Background: an optimization exercise with open tools, aiming at small area and a short achievable clock period. Do not read the settings as production practice.
RTL that was checked went through simulation tests only; none was proved equivalent to the original.
No functional check of the RTL was part of run 2.

--- flow/flow/run.sh ---
#!/bin/bash
set -euo pipefail
mkdir -p scripts_mod
cp -r "$FLOW_HOME/scripts/." scripts_mod/
printf 'strash\ndch -f\nmap -D 4500\ntopo\nstime -c\nbuffer -c\nupsize -c\ndnsize -c\n' > scripts_mod/abc_area.script
bash standard.sh finish \
  SCRIPTS_DIR="$PWD/scripts_mod" \
  SETUP_SLACK_MARGIN=24.4 \
  MATCH_CELL_FOOTPRINT=0 \
  "BUFFER_PORTS_ARGS=-buffer_cell sky130_fd_sc_hd__buf_1" \
  > flow_make.log 2>&1
--- flow/standard.sh ---
#!/bin/bash
# synth_recipe.tcl (not shown) runs the flow's synth.tcl, then flattens the netlist and writes it again
# the make line also repeats each setting of config.mk as NAME=value (left out here)
make -C /OpenROAD-flow-scripts/flow DESIGN_CONFIG=/design/flow/config.mk WORK_HOME=/design/flow/orfs CLKGATE_MAP_FILE= SYNTH_SCRIPT=/design/flow/synth_recipe.tcl "${@:-finish}"
--- flow/config.mk ---
export PLATFORM = sky130hd
export DESIGN_NAME = zsc_lpm
export DESIGN_NICKNAME = zsc_lpm
export VERILOG_FILES = /design/flow/design.v
export SDC_FILE = /design/flow/constraint.sdc
export NUM_CORES = 4
export LEC_CHECK = 0
export ABC_AREA = 1
export CAP_MARGIN = 20
export CORE_MARGIN = 2
export CORE_UTILIZATION = 55
export CTS_CLUSTER_DIAMETER = 150
export CTS_CLUSTER_SIZE = 28
export PLACE_DENSITY = 0.7
export SLEW_MARGIN = 20
--- flow/constraint.sdc ---
create_clock -name core_clock -period 32.0 [get_ports {clk}]
set_input_delay 6.4000 -clock core_clock [delete_from_list [all_inputs] [get_ports {clk}]]
set_output_delay 6.4000 -clock core_clock [all_outputs]
set_load 0.01 [all_outputs]
--- flow/design.v ---
module lpm_front (
    input  wire [127:0] color,
    input  wire [127:0] attr,
    input  wire [103:0] col,       
    input  wire [31:0]  pri01,     
    input  wire [47:0]  pri27,     
    input  wire [17:0]  ovr,       
    input  wire         pinv,
    output reg  [7:0]   vis,
    output reg  [63:0]  eff,
    output reg  [63:0]  key
);
    function le8;             
        input [7:0] a, b;
        integer n;
        reg [7:0] g, p;
        reg [3:0] g1, p1;
        reg [1:0] g2, p2;
        begin
            g = b & ~a;
            p = b | ~a;
            for (n = 0; n < 4; n = n + 1) begin
                g1[n] = g[2*n+1] | (p[2*n+1] & g[2*n]);
                p1[n] = p[2*n+1] & p[2*n];
            end
            for (n = 0; n < 2; n = n + 1) begin
                g2[n] = g1[2*n+1] | (p1[2*n+1] & g1[2*n]);
                p2[n] = p1[2*n+1] & p1[2*n];
            end
            le8 = g2[1] | (p2[1] & (g2[0] | p2[0]));
        end
    endfunction
    reg [15:0] c, a;
    reg [2:0]  bpp;
    reg [7:0]  cmpv;
    reg [15:0] pr;
    reg [8:0]  ov;
    integer L;
    always @* begin
        for (L = 0; L < 8; L = L + 1) begin
            c   = color[16*L +: 16];
            a   = attr[16*L +: 16];
            bpp = col[13*L+8 +: 3];
            vis[L] = col[13*L+12] &
                     (a[12] | (c[3:0] != 4'd0) |
                      (c[4] & (bpp != 3'd0)) | (c[5] & (bpp >= 3'd2)) |
                      (c[6] & (bpp >= 3'd3)) | (c[7] & (bpp >= 3'd4)));
            if (L < 2) begin
                pr = pri01[16*L +: 16];
                ov = ovr[9*L +: 9];
                case (bpp)
                    3'd0: cmpv = c[11:4];
                    3'd1: cmpv = c[12:5];
                    3'd2: cmpv = c[13:6];
                    3'd3: cmpv = c[14:7];
                    default: cmpv = c[15:8];
                endcase
                eff[8*L +: 8] = (ov[8] & ~le8(cmpv, ov[7:0])) ? pr[15:8] : pr[7:0];
            end else begin
                eff[8*L +: 8] = pri27[8*(L-2) +: 8];
            end
            key[8*L +: 8] = eff[8*L +: 8] ^ {8{pinv}};
        end
    end
endmodule
module lpm_rank4 (
    input  wire [31:0] key,
    input  wire [3:0]  vis,
    output reg  [3:0]  f,         
    output reg  [3:0]  s,         
    output wire        fv,
    output wire        sv,
    output reg  [7:0]  fk,
    output reg  [7:0]  sk
);
    function le8;             
        input [7:0] a, b;
        integer n;
        reg [7:0] g, p;
        reg [3:0] g1, p1;
        reg [1:0] g2, p2;
        begin
            g = b & ~a;
            p = b | ~a;
            for (n = 0; n < 4; n = n + 1) begin
                g1[n] = g[2*n+1] | (p[2*n+1] & g[2*n]);
                p1[n] = p[2*n+1] & p[2*n];
            end
            for (n = 0; n < 2; n = n + 1) begin
                g2[n] = g1[2*n+1] | (p1[2*n+1] & g1[2*n]);
                p2[n] = p1[2*n+1] & p1[2*n];
            end
            le8 = g2[1] | (p2[1] & (g2[0] | p2[0]));
        end
    endfunction
    reg [3:0] ah [0:3];       
    reg [3:0] bt;             
    integer i, j;
    always @* begin
        for (i = 0; i < 4; i = i + 1)
            for (j = 0; j < 4; j = j + 1)
                ah[i][j] = (i < j) ? le8(key[8*i +: 8], key[8*j +: 8]) : 1'b0;
        fk = 8'd0; sk = 8'd0;
        for (i = 0; i < 4; i = i + 1) begin
            for (j = 0; j < 4; j = j + 1) begin
                if (j < i)
                    bt[j] = vis[j] & ah[j][i];
                else if (j > i)
                    bt[j] = vis[j] & ~ah[i][j];
                else
                    bt[j] = 1'b0;
            end
            f[i] = vis[i] & (bt == 4'd0);
            s[i] = vis[i] & (bt != 4'd0) & ((bt & (bt - 4'd1)) == 4'd0);
            fk = fk | ({8{f[i]}} & key[8*i +: 8]);
            sk = sk | ({8{s[i]}} & key[8*i +: 8]);
        end
    end
    assign fv = |vis;
    assign sv = (vis[0] & vis[1]) | (vis[0] & vis[2]) | (vis[0] & vis[3]) |
                (vis[1] & vis[2]) | (vis[1] & vis[3]) | (vis[2] & vis[3]);
endmodule
module lpm_rank (
    input  wire [63:0] key,
    input  wire [7:0]  vis,
    output wire [7:0]  fsel,
    output wire [7:0]  bsel,
    output wire [7:0]  fk,
    output wire [7:0]  sk
);
    function le8;             
        input [7:0] a, b;
        integer n;
        reg [7:0] g, p;
        reg [3:0] g1, p1;
        reg [1:0] g2, p2;
        begin
            g = b & ~a;
            p = b | ~a;
            for (n = 0; n < 4; n = n + 1) begin
                g1[n] = g[2*n+1] | (p[2*n+1] & g[2*n]);
                p1[n] = p[2*n+1] & p[2*n];
            end
            for (n = 0; n < 2; n = n + 1) begin
                g2[n] = g1[2*n+1] | (p1[2*n+1] & g1[2*n]);
                p2[n] = p1[2*n+1] & p1[2*n];
            end
            le8 = g2[1] | (p2[1] & (g2[0] | p2[0]));
        end
    endfunction
    wire [3:0] fa, sa, fb, sb;
    wire       fva, sva, fvb, svb;
    wire [7:0] fka, ska, fkb, skb;
    lpm_rank4 u_a (.key(key[31:0]), .vis(vis[3:0]), .f(fa), .s(sa), .fv(fva), .sv(sva),
                   .fk(fka), .sk(ska));
    lpm_rank4 u_b (.key(key[63:32]), .vis(vis[7:4]), .f(fb), .s(sb), .fv(fvb), .sv(svb),
                   .fk(fkb), .sk(skb));
    wire x = fva & (~fvb | le8(fka, fkb));
    wire y = sva & (~fvb | le8(ska, fkb));
    wire z = fva & (~svb | le8(fka, skb));
    assign fsel = x ? {4'd0, fa} : {fb, 4'd0};
    assign bsel = x ? (y ? {4'd0, sa} : {fb, 4'd0}) : (z ? {4'd0, fa} : {sb, 4'd0});
    assign fk   = x ? fka : fkb;
    assign sk   = x ? (y ? ska : fkb) : (z ? fka : skb);
endmodule
module lpm_slot (
    input  wire [7:0]   sel,
    input  wire [127:0] color,
    input  wire [127:0] attr,
    input  wire [15:0]  bgc,
    input  wire [15:0]  bga,
    input  wire [79:0]  mask,      
    input  wire [103:0] col,       
    input  wire [7:0]   e,         
    input  wire [29:0]  shd,       
    output wire [15:0]  o_color,
    output wire [15:0]  o_attr
);
    function le8;             
        input [7:0] a, b;
        integer n;
        reg [7:0] g, p;
        reg [3:0] g1, p1;
        reg [1:0] g2, p2;
        begin
            g = b & ~a;
            p = b | ~a;
            for (n = 0; n < 4; n = n + 1) begin
                g1[n] = g[2*n+1] | (p[2*n+1] & g[2*n]);
                p1[n] = p[2*n+1] & p[2*n];
            end
            for (n = 0; n < 2; n = n + 1) begin
                g2[n] = g1[2*n+1] | (p1[2*n+1] & g1[2*n]);
                p2[n] = p1[2*n+1] & p1[2*n];
            end
            le8 = g2[1] | (p2[1] & (g2[0] | p2[0]));
        end
    endfunction
    function [7:0] add8;      
        input [7:0] x, y;
        integer n;
        reg cy;
        begin
            cy = 1'b0;
            for (n = 0; n < 8; n = n + 1) begin
                add8[n] = x[n] ^ y[n] ^ cy;
                cy = (x[n] & y[n]) | (cy & (x[n] | y[n]));
            end
        end
    endfunction
    reg [15:0] c, a;
    reg        shen;
    integer M;
    always @* begin
        c = {16{~|sel}} & bgc;
        a = {16{~|sel}} & bga;
        shen = 1'b0;
        for (M = 0; M < 8; M = M + 1) begin
            c    = c    | ({16{sel[M]}} & {add8(color[16*M+8 +: 8], col[13*M +: 8]), color[16*M +: 8]});
            a    = a    | ({16{sel[M]}} & {attr[16*M+10 +: 6], attr[16*M +: 10] & mask[10*M +: 10]});
            shen = shen | (sel[M] & col[13*M+11]);
        end
    end
    wire [9:0] s  = (a[14:13] == 2'd0) ? shd[9:0] :
                    (a[14:13] == 2'd1) ? shd[19:10] : shd[29:20];
    wire       ge = le8(s[7:0], e);
    wire       le = le8(e, s[7:0]);
    wire       sb = (s[9:8] == 2'd1) ? ge :
                    (s[9:8] == 2'd2) ? (ge & le) :
                    (s[9:8] == 2'd3) ? le : 1'b0;
    wire       sh = shen & a[15] & (a[14:13] != 2'd3) & sb;
    assign o_color = c;
    assign o_attr  = {a[15:13], a[12] ^ sh, a[11:0]};
endmodule
module zsc_lpm (
    input  wire         clk,
    input  wire         rst,         
    input  wire         reg_we,
    input  wire [10:0]  reg_addr,
    input  wire [15:0]  reg_wdata,
    input  wire         in_valid,
    input  wire [127:0] in_color,
    input  wire [127:0] in_attr,
    input  wire [15:0]  bg_color,
    input  wire [15:0]  bg_attr,
    output reg          out_valid,
    output reg  [15:0]  fr_color,
    output reg  [15:0]  fr_attr,
    output reg  [15:0]  bk_color,
    output reg  [15:0]  bk_attr
);
    reg         mix_pinv;
    reg [29:0]  shd_ctrl;            
    reg [31:0]  pri01;               
    reg [47:0]  pri27;               
    reg [17:0]  lyr_ovr;             
    reg [103:0] lyr_col;             
    reg [79:0]  lyr_mask;            
    wire [15:0] wd = reg_wdata & {16{~rst}};
    integer i;
    always @(posedge clk) begin
        if (rst | (reg_we & (reg_addr == 11'h20)))
            mix_pinv <= wd[0];
        for (i = 0; i < 3; i = i + 1)
            if (rst | (reg_we & (reg_addr == 11'h21 + i)))
                shd_ctrl[10*i +: 10] <= wd[9:0];
        for (i = 0; i < 8; i = i + 1) begin
            if (rst | (reg_we & (reg_addr == 11'h28 + 4 * i))) begin
                if (i < 2)
                    pri01[16*i +: 16] <= wd;
                else
                    pri27[8*(i-2) +: 8] <= wd[7:0];
            end
            if (rst | (reg_we & (reg_addr == 11'h2A + 4 * i)))
                lyr_col[13*i +: 13] <= wd[12:0];
            if (rst | (reg_we & (reg_addr == 11'h2B + 4 * i)))
                lyr_mask[10*i +: 10] <= wd[9:0];
        end
        for (i = 0; i < 2; i = i + 1)
            if (rst | (reg_we & (reg_addr == 11'h29 + 4 * i)))
                lyr_ovr[9*i +: 9] <= wd[8:0];
    end
    reg         p_valid;
    reg [127:0] p_color, p_attr;
    reg [15:0]  p_bgc, p_bga;
    always @(posedge clk) begin
        p_valid <= in_valid & ~rst;
        p_color <= in_color;
        p_attr  <= in_attr;
        p_bgc   <= bg_color;
        p_bga   <= bg_attr;
    end
    wire [7:0]  vis, fsel, bsel;
    wire [63:0] eff, key;
    wire [7:0]  fk, sk;
    wire [15:0] f_color, f_attr, b_color, b_attr;
    lpm_front u_front (
        .color(p_color), .attr(p_attr), .col(lyr_col), .pri01(pri01), .pri27(pri27),
        .ovr(lyr_ovr), .pinv(mix_pinv), .vis(vis), .eff(eff), .key(key)
    );
    lpm_rank u_rank (.key(key), .vis(vis), .fsel(fsel), .bsel(bsel), .fk(fk), .sk(sk));
    lpm_slot u_fr (
        .sel(fsel), .color(p_color), .attr(p_attr), .bgc(p_bgc), .bga(p_bga),
        .mask(lyr_mask), .col(lyr_col), .e(fk ^ {8{mix_pinv}}), .shd(shd_ctrl),
        .o_color(f_color), .o_attr(f_attr)
    );
    lpm_slot u_bk (
        .sel(bsel), .color(p_color), .attr(p_attr), .bgc(p_bgc), .bga(p_bga),
        .mask(lyr_mask), .col(lyr_col), .e(sk ^ {8{mix_pinv}}), .shd(shd_ctrl),
        .o_color(b_color), .o_attr(b_attr)
    );
    always @(posedge clk) begin
        out_valid <= p_valid & ~rst;
        fr_color  <= f_color;
        fr_attr   <= f_attr;
        bk_color  <= b_color;
        bk_attr   <= b_attr;
    end
endmodule
==> results of run 1 <==
## stage by stage
| stage | setup WS (ns) | hold WS, ns | area [um2] | instances |
|---|---|---|---|---|
| 2_1_floorplan | 24.13 | 0.3883 | 29930 | 2961 |
| 3_3_place_gp | 22.83 | 0.3927 | 32150 | 3984 |
| 3_5_place_dp | 23.07 | 0.4060 | 32200 | 3985 |
| 4_1_cts | 24.25 | 0.4258 | 33570 | 4073 |
| 5_1_grt | 24.07 | 0.4381 | 35070 | 4156 |
| 6_report | 24.30 | 0.4262 | 35080 | 4161 |
## worst max-delay path by stage
stage,end,slack (ns),cells past startpoint
2_1_floorplan,lyr_col[18]$_DFFE_PP_,24.13,3
3_3_place_gp,bk_attr[12]$_DFF_P_,22.83,33
3_5_place_dp,fr_attr[12]$_DFF_P_,23.07,38
4_1_cts,fr_attr[12]$_DFF_P_,24.25,41
5_1_grt,bk_attr[12]$_DFF_P_,24.07,45
6_report,fr_attr[12]$_DFF_P_,24.30,37
## cell usage in the layout (no fill, tap or decap), drive strengths merged, types with 6 or more instances in the layout
| master | synthesis | routed |
|---|---|---|
| a2111oi | 7 | 7 |
| a211oi | 14 | 14 |
| a21boi | 6 | 6 |
| a21oi | 75 | 79 |
| a221oi | 44 | 44 |
| a22oi | 56 | 56 |
| a311oi | 6 | 6 |
| a31o | 6 | 6 |
| a31oi | 32 | 34 |
| buf | 35 | 523 |
| clkbuf | 54 | 60 |
| dfxtp | 354 | 354 |
| edfxtp | 313 | 313 |
| fa | 48 | 48 |
| ha | 8 | 8 |
| inv | 448 | 448 |
| nand2 | 394 | 396 |
| nand3 | 149 | 150 |
| nand3b | 6 | 6 |
| nand4 | 83 | 83 |
| nor2 | 185 | 187 |
| nor3 | 91 | 91 |
| nor4 | 39 | 39 |
| o2111ai | 21 | 21 |
| o211ai | 28 | 28 |
| o21a | 8 | 8 |
| o21ai | 111 | 111 |
| o221ai | 18 | 18 |
| o22ai | 148 | 148 |
| o311ai | 16 | 16 |
| o31ai | 13 | 13 |
| or2 | 36 | 36 |
| xnor2 | 43 | 43 |
| xor2 | 22 | 22 |
## cells by family (layout without fill, tap and decap cells)
logic type	Yosys count	count (layout)	synth area share (%)
xor gates and xnor gates	65	65	2.059
DFF	667	667	55.95
and+or+nand+nor	990	995	15.70
adders and majority gates	58	58	3.669
buffers and inverters	541	1037	7.180
other	0	5	0
AOI/OAI and AO/OA	640	646	15.44
## what timing repair did
action	in CTS	in global routing
resized for setup	35	156
endpoints found under the setup margin	346	133
pin swaps	16	48
buffers inserted	32	74
cloned	6	9
## routing by layer
layer | global-route usage (%) | share of wire, % | vias to the layer above
met5 | 0 | 0.041 | -
met4 | 24.45 | 7.0 | 6
met3 | 7.036 | 12 | 514
met2 | 63.05 | 45 | 2159
met1 | 51.83 | 36 | 12694
li1 | - | - | 11456
## synth_stat cells, drive strengths merged (21+ instances only)
| master | count | area (um2) |
|---|---|---|
| nor3 | 91 | 465.5 |
| o2111ai | 21 | 190.2 |
| nor2 | 185 | 747.0 |
| a31oi | 32 | 227.7 |
| a22oi | 56 | 440.4 |
| xnor2 | 43 | 376.6 |
| a221oi | 44 | 402.9 |
| o21ai | 111 | 570.5 |
| fa | 48 | 960.9 |
| nand3 | 149 | 803.3 |
| nand2 | 394 | 1519 |
| inv | 448 | 1684 |
| or2 | 36 | 225.2 |
| buf | 35 | 214.0 |
| nand4 | 83 | 525.5 |
| a21oi | 75 | 424.2 |
| xor2 | 22 | 230.2 |
| nor4 | 39 | 244.0 |
| edfxtp | 313 | 9399 |
| clkbuf | 54 | 202.7 |
| o22ai | 148 | 950.9 |
| dfxtp | 354 | 7087 |
| o211ai | 28 | 220.2 |
## critical path: cells and delay by family (launching register included)
kind / cells / cell delay, ns
xor gates and xnor gates: 1 / 0.26
buffers and inverters: 7 / 1.32
DFF: 1 / 0.55
and+or+nand+nor: 15 / 2.15
AOI/OAI and AO/OA: 14 / 3.24
## final cells by class
class                      count  area [um2]  area share, %
antenna                        5       12.51        0.03566
sequential                   667       16490          46.99
clock inverter                 2       26.28        0.07489
clock buffer                  48       754.5          2.151
timing repair buffer         535        3095          8.823
inverter                     452        1733          4.939
tap                          688       860.8          2.454
multi-input combinational   1764       12120          34.53
## sequential cells by signal (all words and copies together) (netlist names), 18 cells and up
name / cells
lyr_col: 104
lyr_mask: 80
lyr_ovr: 18
p_attr: 128
p_color: 128
pri01: 32
pri27: 48
shd_ctrl: 30
==> results by group, run 1 <==
STA
  – Final setup TNS: 0 ns
  – Relative slew slack: 28.52%
  – Endpoints failing hold: 0
  – Worst slew pin tran: 1.068 ns
  – Clock period minus worst slack: 7.699 ns
  – Final worst-path cycle share: 24.06%
  – Final Skew: a little over 0.03 ns
  – Final setup violation count: 0
  – Fmax achieved: between 100 and 150 MHz
  – Max-slew violation count: 0
  – RSZ-0062 raised after global routing: true

Clock network
  – Clock tree buffer depth: 3
  – Worst-path clk slew: 0.11 ns
  – Clock buffer count from CTS: 27
  – CTS sink count: 667
  – TritonCTS clock tree: done
  – Clock latency on the worst-skew pair: ~0.64 ns
  – CTS Hold Buffers Added: 0
  – Htree depth: 1
  – Root buffer cell: clkbuf_16

Floorplan
  – Num rows: 84
  – Number of placed I/O pins: 384
  – Die height: 235.5 um
  – Area of the die: around 0.055 mm2
  – Effective utilization at floorplan: between 50% and 60%
  – Die outline width: 235.5 um
  – Placeable core region: 0.05276 mm2

Global routing
  – Maximum number of pins on one net before global-route repair: 96
  – Remaining Overflow, GRT: 0
  – Total global-route track usage: 40.02%
  – Wire length of the first global-routing pass: about 160000 um
  – Number of antenna violations at the first check in global routing: 5
  – Number of global-route vias before repair: ~25000

Logic synthesis
  – Syn Inst Count: 2961
  – Mean post-synth cell area: 9.952 um2
  – Area of the mapped netlist: 0.02947 mm2
  – Flip-flop and latch count after synthesis: 667
  – Async set-or-reset flop fraction in the synthesized netlist: 0%
  – Total nets after synthesis: around 3300
  – Synth Flop Type: dfxtp_1
  – Proportion of synthesized chip area in sequential cells: 55.95%
  – Count of distinct cell types in the synthesized netlist: 88
  – Count of flip-flops with a built-in enable after synthesis: 313
  – Warnings from Yosys: 6

Route
  – Via density per instance: 6.448
  – Antenna-violating nets left: 0
  – Post-route DRC violation count: 0
  – Detailed-route via count: 26829
  – Total wire length after detailed routing: 117200 um
  – Routed wirelength normalized by instance count: 28.18 um
  – Number of DRC violations after detailed-routing iteration 0: 3866
  – Number of iterations in the first detailed-routing pass: 8

Setup path
  – Cells on worst reg2reg path: 37
  – Reg-to-Reg Start: lyr_col[22]$_DFFE_PP_
  – Endpoint required time on the critical path: approximately 33 ns
  – Critical-path maximum fanout: 22
  – Worst setup startpoint: lyr_col[22]$_DFFE_PP_
  – Register-to-Register Setup Slack: 24.30 ns
  – Startpoint kind of the worst setup timing path: flop
  – Kind of end point of the critical path: flop
  – Type of the worst setup path: reg2reg
  – Slowest cell on crit path: a2111oi_2
  – Most common cell type on the critical path: nand2_1
  – Arrival time at the worst endpoint: just over 8 ns
  – Capturing point of the worst reg2reg path: fr_attr[12]$_DFF_P_
  – Slowest Stage Delay on Critical Path: 0.83 ns

Hold path
  – Start point of the worst min-delay path: p_valid$_DFF_P_
  – Worst min-delay path category: reg2reg
  – Hold Path End: out_valid$_DFF_P_
  – Hold Crit Depth: 2

Finish
  – Fraction of final layout cells with drive strength greater than 1: 13.52%
  – Nets: ~3800
  – Layout overhead on the synthesized area: 19.06%
  – Number of fillers in the final layout: 4185
  – Share of the core filled with cells: 66.50%

Placed design
  – Sum of net half-perimeters after detailed placement: 82610 um
  – PortBufs: 383
  – RePlAce Congestion: 1.013

Outcome
  – Result of the run: finished clean

Job
  – Max-capacitance violation count: 0
==> run 2: changes to the inputs <==
--- a/flow/design.v
+++ b/flow/design.v
@@ -63,15 +63,13 @@
         end
     end
 endmodule
-module lpm_rank4 (
-    input  wire [31:0] key,
-    input  wire [3:0]  vis,
-    output reg  [3:0]  f,         
-    output reg  [3:0]  s,         
-    output wire        fv,
-    output wire        sv,
-    output reg  [7:0]  fk,
-    output reg  [7:0]  sk
+module lpm_merge #(parameter W = 1) (
+    input  wire         lfv, lsv, rfv, rsv,
+    input  wire [7:0]   lfk, lsk, rfk, rsk,
+    input  wire [W-1:0] lfi, lsi, rfi, rsi,
+    output wire         fv, sv,
+    output wire [7:0]   fk, sk,
+    output wire [W:0]   fi, si
 );
     function le8;             
         input [7:0] a, b;
@@ -93,40 +91,25 @@
             le8 = g2[1] | (p2[1] & (g2[0] | p2[0]));
         end
     endfunction
-    reg [3:0] ah [0:3];       
-    reg [3:0] bt;             
-    integer i, j;
-    always @* begin
-        for (i = 0; i < 4; i = i + 1)
-            for (j = 0; j < 4; j = j + 1)
-                ah[i][j] = (i < j) ? le8(key[8*i +: 8], key[8*j +: 8]) : 1'b0;
-        fk = 8'd0; sk = 8'd0;
-        for (i = 0; i < 4; i = i + 1) begin
-            for (j = 0; j < 4; j = j + 1) begin
-                if (j < i)
-                    bt[j] = vis[j] & ah[j][i];
-                else if (j > i)
-                    bt[j] = vis[j] & ~ah[i][j];
-                else
-                    bt[j] = 1'b0;
-            end
-            f[i] = vis[i] & (bt == 4'd0);
-            s[i] = vis[i] & (bt != 4'd0) & ((bt & (bt - 4'd1)) == 4'd0);
-            fk = fk | ({8{f[i]}} & key[8*i +: 8]);
-            sk = sk | ({8{s[i]}} & key[8*i +: 8]);
-        end
-    end
-    assign fv = |vis;
-    assign sv = (vis[0] & vis[1]) | (vis[0] & vis[2]) | (vis[0] & vis[3]) |
-                (vis[1] & vis[2]) | (vis[1] & vis[3]) | (vis[2] & vis[3]);
+    wire x = lfv & (~rfv | le8(lfk, rfk));
+    wire y = lsv & (~rfv | le8(lsk, rfk));
+    wire z = lfv & (~rsv | le8(lfk, rsk));
+    assign fv = lfv | rfv;
+    assign sv = lsv | rsv | (lfv & rfv);
+    assign fk = x ? lfk : rfk;
+    assign fi = x ? {1'b0, lfi} : {1'b1, rfi};
+    assign sk = x ? (y ? lsk : rfk) : (z ? lfk : rsk);
+    assign si = x ? (y ? {1'b0, lsi} : {1'b1, rfi}) : (z ? {1'b0, lfi} : {1'b1, rsi});
 endmodule
 module lpm_rank (
     input  wire [63:0] key,
     input  wire [7:0]  vis,
-    output wire [7:0]  fsel,
-    output wire [7:0]  bsel,
+    output wire        fv,
+    output wire        sv,
     output wire [7:0]  fk,
-    output wire [7:0]  sk
+    output wire [7:0]  sk,
+    output wire [2:0]  fi,
+    output wire [2:0]  si
 );
     function le8;             
         input [7:0] a, b;
@@ -148,20 +131,44 @@
             le8 = g2[1] | (p2[1] & (g2[0] | p2[0]));
         end
     endfunction
-    wire [3:0] fa, sa, fb, sb;
-    wire       fva, sva, fvb, svb;
-    wire [7:0] fka, ska, fkb, skb;
-    lpm_rank4 u_a (.key(key[31:0]), .vis(vis[3:0]), .f(fa), .s(sa), .fv(fva), .sv(sva),
-                   .fk(fka), .sk(ska));
-    lpm_rank4 u_b (.key(key[63:32]), .vis(vis[7:4]), .f(fb), .s(sb), .fv(fvb), .sv(svb),
-                   .fk(fkb), .sk(skb));
-    wire x = fva & (~fvb | le8(fka, fkb));
-    wire y = sva & (~fvb | le8(ska, fkb));
-    wire z = fva & (~svb | le8(fka, skb));
-    assign fsel = x ? {4'd0, fa} : {fb, 4'd0};
-    assign bsel = x ? (y ? {4'd0, sa} : {fb, 4'd0}) : (z ? {4'd0, fa} : {sb, 4'd0});
-    assign fk   = x ? fka : fkb;
-    assign sk   = x ? (y ? ska : fkb) : (z ? fka : skb);
+    wire [3:0]  pfv, psv;
+    wire [31:0] pfk, psk;
+    wire [3:0]  pfi, psi;
+    genvar m;
+    generate
+        for (m = 0; m < 4; m = m + 1) begin : g_pair
+            wire [7:0] ka = key[16*m +: 8];
+            wire [7:0] kb = key[16*m+8 +: 8];
+            wire x = vis[2*m] & (~vis[2*m+1] | le8(ka, kb));
+            assign pfv[m] = vis[2*m] | vis[2*m+1];
+            assign psv[m] = vis[2*m] & vis[2*m+1];
+            assign pfk[8*m +: 8] = x ? ka : kb;
+            assign psk[8*m +: 8] = x ? kb : ka;
+            assign pfi[m] = ~x;
+            assign psi[m] = x;
+        end
+    endgenerate
+    wire [1:0]  qfv, qsv;
+    wire [15:0] qfk, qsk;
+    wire [3:0]  qfi, qsi;
+    generate
+        for (m = 0; m < 2; m = m + 1) begin : g_quad
+            lpm_merge #(.W(1)) u_m (
+                .lfv(pfv[2*m]), .lsv(psv[2*m]), .rfv(pfv[2*m+1]), .rsv(psv[2*m+1]),
+                .lfk(pfk[16*m +: 8]), .lsk(psk[16*m +: 8]),
+                .rfk(pfk[16*m+8 +: 8]), .rsk(psk[16*m+8 +: 8]),
+                .lfi(pfi[2*m]), .lsi(psi[2*m]), .rfi(pfi[2*m+1]), .rsi(psi[2*m+1]),
+                .fv(qfv[m]), .sv(qsv[m]), .fk(qfk[8*m +: 8]), .sk(qsk[8*m +: 8]),
+                .fi(qfi[2*m +: 2]), .si(qsi[2*m +: 2])
+            );
+        end
+    endgenerate
+    lpm_merge #(.W(2)) u_final (
+        .lfv(qfv[0]), .lsv(qsv[0]), .rfv(qfv[1]), .rsv(qsv[1]),
+        .lfk(qfk[7:0]), .lsk(qsk[7:0]), .rfk(qfk[15:8]), .rsk(qsk[15:8]),
+        .lfi(qfi[1:0]), .lsi(qsi[1:0]), .rfi(qfi[3:2]), .rsi(qsi[3:2]),
+        .fv(fv), .sv(sv), .fk(fk), .sk(sk), .fi(fi), .si(si)
+    );
 endmodule
 module lpm_slot (
     input  wire [7:0]   sel,
@@ -196,28 +203,18 @@
             le8 = g2[1] | (p2[1] & (g2[0] | p2[0]));
         end
     endfunction
-    function [7:0] add8;      
-        input [7:0] x, y;
-        integer n;
-        reg cy;
-        begin
-            cy = 1'b0;
-            for (n = 0; n < 8; n = n + 1) begin
-                add8[n] = x[n] ^ y[n] ^ cy;
-                cy = (x[n] & y[n]) | (cy & (x[n] | y[n]));
-            end
-        end
-    endfunction
     reg [15:0] c, a;
+    reg [7:0]  bank;
     reg        shen;
     integer M;
     always @* begin
         c = {16{~|sel}} & bgc;
         a = {16{~|sel}} & bga;
-        shen = 1'b0;
+        bank = 8'd0; shen = 1'b0;
         for (M = 0; M < 8; M = M + 1) begin
-            c    = c    | ({16{sel[M]}} & {add8(color[16*M+8 +: 8], col[13*M +: 8]), color[16*M +: 8]});
+            c    = c    | ({16{sel[M]}} & color[16*M +: 16]);
             a    = a    | ({16{sel[M]}} & {attr[16*M+10 +: 6], attr[16*M +: 10] & mask[10*M +: 10]});
+            bank = bank | ({8{sel[M]}} & col[13*M +: 8]);
             shen = shen | (sel[M] & col[13*M+11]);
         end
     end
@@ -229,7 +226,7 @@
                     (s[9:8] == 2'd2) ? (ge & le) :
                     (s[9:8] == 2'd3) ? le : 1'b0;
     wire       sh = shen & a[15] & (a[14:13] != 2'd3) & sb;
-    assign o_color = c;
+    assign o_color = {c[15:8] + bank, c[7:0]};
     assign o_attr  = {a[15:13], a[12] ^ sh, a[11:0]};
 endmodule
 module zsc_lpm (
@@ -292,13 +289,19 @@
     end
     wire [7:0]  vis, fsel, bsel;
     wire [63:0] eff, key;
+    wire        fv, sv;
     wire [7:0]  fk, sk;
+    wire [2:0]  fi, si;
     wire [15:0] f_color, f_attr, b_color, b_attr;
     lpm_front u_front (
         .color(p_color), .attr(p_attr), .col(lyr_col), .pri01(pri01), .pri27(pri27),
         .ovr(lyr_ovr), .pinv(mix_pinv), .vis(vis), .eff(eff), .key(key)
     );
-    lpm_rank u_rank (.key(key), .vis(vis), .fsel(fsel), .bsel(bsel), .fk(fk), .sk(sk));
+    lpm_rank u_rank (
+        .key(key), .vis(vis), .fv(fv), .sv(sv), .fk(fk), .sk(sk), .fi(fi), .si(si)
+    );
+    assign fsel = {8{fv}} & (8'd1 << fi);
+    assign bsel = {8{sv}} & (8'd1 << si);
     lpm_slot u_fr (
         .sel(fsel), .color(p_color), .attr(p_attr), .bgc(p_bgc), .bga(p_bga),
         .mask(lyr_mask), .col(lyr_col), .e(fk ^ {8{mix_pinv}}), .shd(shd_ctrl),
==> flow/flow/run.sh (replaced) <==
#!/bin/bash
set -euo pipefail
bash standard.sh finish \
  SETUP_SLACK_MARGIN=24.6 \
  MATCH_CELL_FOOTPRINT=0 \
  "BUFFER_PORTS_ARGS=-buffer_cell sky130_fd_sc_hd__buf_1" \
  > flow_make.log 2>&1
--- a/flow/config.mk
+++ b/flow/config.mk
@@ -8,8 +8,8 @@
 export ABC_AREA = 1
 export CAP_MARGIN = 20
 export CORE_MARGIN = 2
-export CORE_UTILIZATION = 55
+export CORE_UTILIZATION = 40
 export CTS_CLUSTER_DIAMETER = 150
 export CTS_CLUSTER_SIZE = 28
-export PLACE_DENSITY = 0.7
+export PLACE_DENSITY = 0.6
 export SLEW_MARGIN = 20
==> results by group, run 2 <==
STA
  – Clock period minus worst slack: 7.830 ns (+0.1318 ns)
  – Final Skew: 0.03780 ns (+0.007473 ns)
  – RSZ-0062 raised after global routing: true
  – Max-slew violation count: 0 (unchanged)
  – Fmax achieved: 127.7 MHz (-1.7%)
  – Worst slew pin tran: 1.151 ns (+0.08231 ns)
  – Endpoints failing hold: 0 (unchanged)
  – Final setup violation count: 0 (unchanged)
  – Final worst-path cycle share: 24.47% (+0.41 points)
  – Relative slew slack: 22.29% (-6.2 points)
  – Final setup TNS: 0 ns (unchanged)

Logic synthesis
  – Syn Inst Count: 3389 (+14%)
  – Count of flip-flops with a built-in enable after synthesis: 313 (unchanged)
  – Async set-or-reset flop fraction in the synthesized netlist: 0% (unchanged)
  – Proportion of netlist area held by the largest area contributor: 31.16% (-0.74 points)
  – Main area contributors after synthesis: edfxtp_1 31%, dfxtp_1 23%, nand2_1 8.7%
  – Warnings from Yosys: 6 (unchanged)
  – Mean post-synth cell area: 8.902 um2 (-11%)
  – Flip-flop and latch count after synthesis: 667 (unchanged)
  – Total nets after synthesis: 3724 (+12%)
  – Area of the mapped netlist: 0.03017 mm2 (+2.4%)
  – Proportion of synthesized chip area in sequential cells: 54.65% (-1.3 points)
  – Dominant cell by count in the synthesized netlist: nand2_1
  – Most area-hungry cell type in the Yosys netlist: edfxtp_1
  – Ranking of synthesized cells by instance count: 697 x nand2_1, 418 x inv_1, 354 x dfxtp_1, 313 x edfxtp_1, 299 x nand3_1
  – Count of distinct cell types in the synthesized netlist: 67 (-24%)
  – Synth Flop Type: dfxtp_1

Finish
  – Number of fillers in the final layout: 6703 (+60%)
  – Layout overhead on the synthesized area: 32.01%
  – Commonest non-fill, non-tap cells in the layout: 602 x nand2_1, 398 x inv_1, 317 x buf_1
  – Share of the core filled with cells: 53.40% (-13 points)
  – Fraction of final layout cells with drive strength greater than 1: 23.46% (+9.9 points)
  – Area of the multi-input gates: 0.01367 mm2 (+13%)
  – Nets: 4371 (+14%)
  – Most common cell after layout, fill and taps aside: nand2_1
  – Largest regs: p_attr x128, p_color x128, lyr_col x104
  – Area occupied by registers: 0.01656 mm2 (+0.44%)
  – Post-route design area: 0.03982 mm2 (+14%)

Clock network
  – CTS sink count: 667 (unchanged)
  – TritonCTS clock tree: done
  – Htree depth: 1 (unchanged)
  – Clock buffer count from CTS: 28 (+3.7%)
  – Root buffer cell: clkbuf_16
  – Clock latency on the worst-skew pair: 0.65 ns (about the same)
  – Worst-path clk slew: 0.11 ns (about the same)
  – Clock tree buffer depth: 3 (unchanged)

Setup path
  – Endpoint required time on the critical path: 32.52 ns (about the same)
  – Slowest Stage Delay on Critical Path: 0.44 ns (-0.39 ns)
  – Slowest cell on crit path: edfxtp_1
  – Startpoint kind of the worst setup timing path: flop
  – Most common cell type on the critical path: nand2_2
  – Arrival time at the worst endpoint: 8.35 ns (+0.12 ns)
  – Kind of end point of the critical path: flop
  – Critical-path maximum fanout: 8 (-64%)
  – Type of the worst setup path: reg2reg

Global routing
  – GR met2 Demand/Resource: 50.43% (-13 points)
  – Met1 track demand over resource: 38.39% (-13 points)
  – Global-route track usage on met3: 4.585% (-2.5 points)
  – Wire length of the first global-routing pass: 173600 um (+6.5%)
  – Number of global-route vias before repair: 26444 (+5.8%)
  – Layer carrying the most global-route usage: met2
  – Number of antenna violations at the first check in global routing: 5 (unchanged)
  – Maximum number of pins on one net before global-route repair: 55 (-43%)
  – Total global-route track usage: 30.30% (-9.7 points)
  – Remaining Overflow, GRT: 0 (unchanged)

Floorplan
  – Die outline width: 278.6 um (+18%)
  – Die height: 278.6 um (+18%)
  – Placeable core region: 0.07457 mm2 (+41%)
  – Number of placed I/O pins: 384 (unchanged)
  – Num rows: 100 (+19%)
  – Effective utilization at floorplan: 40.45% (-15 points)
  – Area of the die: 0.07763 mm2 (+40%)

Route
  – Routed wirelength normalized by instance count: 25.46 um (-9.7%)
  – Detailed-route via count: 28966 (+8.0%)
  – Number of iterations in the first detailed-routing pass: 6 (-2)
  – Antenna-violating nets left: 0 (unchanged)
  – Post-route DRC violation count: 0 (unchanged)
  – Via density per instance: 5.761 (-11%)
  – Total wire length after detailed routing: 128000 um (+9.2%)
  – Number of DRC violations after detailed-routing iteration 0: 3749 (-3.0%)

Placed design
  – PortBufs: 383 (unchanged)
  – Sum of net half-perimeters after detailed placement: 83680 um (+1.3%)
  – Area after detailed placement: 0.03299 mm2 (+2.5%)
  – RePlAce Congestion: 0.9728 (-3.9%)

Outcome
  – Result of the run: finished clean

Hold path
  – Worst min-delay path category: reg2reg

Job
  – Max-capacitance violation count: 0 (unchanged)
[run 2: changes by cell type in the layout (fill, tap and decap cells not counted), sizes merged, moves of 22 or more]
cell    previous run  this run
nand2            396       731
buf              523       708
nand3            150       310
o22ai            148        57
o21ai            111       188
nor2             187       237
fa                48         2
nor3              91        62
a221oi            44        70
a22oi             56        30
nor4              39        17
or2               36        14
[run 2: layer usage]
| metal | vias up | wire (um) | share of wire, % |
|---|---|---|---|
| met2 | 1950 | 58950 | 46 |
| met4 | 4 | 8566 | 6.7 |
| met1 | 13638 | 47060 | 37 |
| met3 | 448 | 13380 | 10 |
| li1 | 12926 | - | - |
| met5 | - | 28 | 0.022 |
[run 2: path summary, 6_finish.rpt]
check                           slack (ns)                   end  cells past startpoint                  start
worst max-delay path                 24.17  bk_color[15]$_DFF_P_                     56  lyr_col[22]$_DFFE_PP_
worst min-delay path                  0.41     out_valid$_DFF_P_                      2        p_valid$_DFF_P_
worst max register to register       24.17  bk_color[15]$_DFF_P_                     56  lyr_col[22]$_DFFE_PP_
worst min register to register        0.41     out_valid$_DFF_P_                      2        p_valid$_DFF_P_
[run 2: final cells by class]
class	count	share of cell area (%)
inverter	462	4.735
antenna	1	0.006284
multi-input combinational	2145	34.33
timing repair buffer	728	14.13
timing repair inverter	4	0.09111
clock inverter	3	0.1320
clock buffer	49	1.957
tap	969	3.044
sequential	667	41.58
[run 2: stage by stage]
stage / hold WS, ns / cells / setup WS [ns]
after detailed placement: 0.3984 / 4657 / 21.36
after global routing: 0.4365 / 5027 / 23.75
after CTS: 0.4126 / 4863 / 24.34
final: 0.4135 / 5028 / 24.17
after floorplan: 0.3883 / 3389 / 24.20
after global placement: 0.3975 / 4655 / 21.59
[run 2: worst max-delay path: cells and delay by family, from the launching register on]
family | cells | cell delay (ns)
and+or+nand+nor | 33 | 3.93
AOI/OAI and AO/OA | 10 | 1.51
buffers and inverters | 10 | 1.20
DFF | 1 | 0.44
xor gates and xnor gates | 2 | 0.29
adders and majority gates | 1 | 0.27
[run 2: kinds of logic after synthesis]
group | synth area share, %
AND/OR/NAND/NOR | 21.14
flip-flops | 54.65
XOR/XNOR | 2.265
buffers and inverters | 8.013
AO/OA/AOI/OAI | 13.23
adder cells (fa/ha/maj) | 0.7134
[run 2: repair_timing]
item                       4_1_cts  5_1_grt
hold buffers                     0        0
gates resized for setup        444      352
pin swaps                       83      158
gates cloned                    16       17
buffers inserted               138      147
setup endpoints to repair      425      250

what the ideal ports hide:
No port has a modelled driver above. Below, the same layouts with a new extraction and two added sets of constraints. Step 1 sets driving cells, clkbuf_16 on the clock port and buf_2 on the other inputs (assumed; they add their load-dependent delay and slew). Step 2 moves the port delays by t, midway between the first and last clock arrival at a register: inputs arrive t later, outputs are due t later. That takes back most of the time a late clock gives input paths. Three values: no drivers, after step 1, after step 2; two values: the first two.
run	shift t [ns]	slack for setup (ns)	slew at the worst register clock pin (ns)	worst data-port slew with drivers (ns)
run 1	0.681	24.301 / 24.301 / 23.726	0.12 / 0.12	0.10
run 2	0.694	24.170 / 24.170 / 23.996	0.12 / 0.12	0.07
After both steps every run listed still meets setup and hold. For run 1, which loses most, drivers alone change the setup slack by 0.000 ns; drivers and shift together by -0.575 ns.
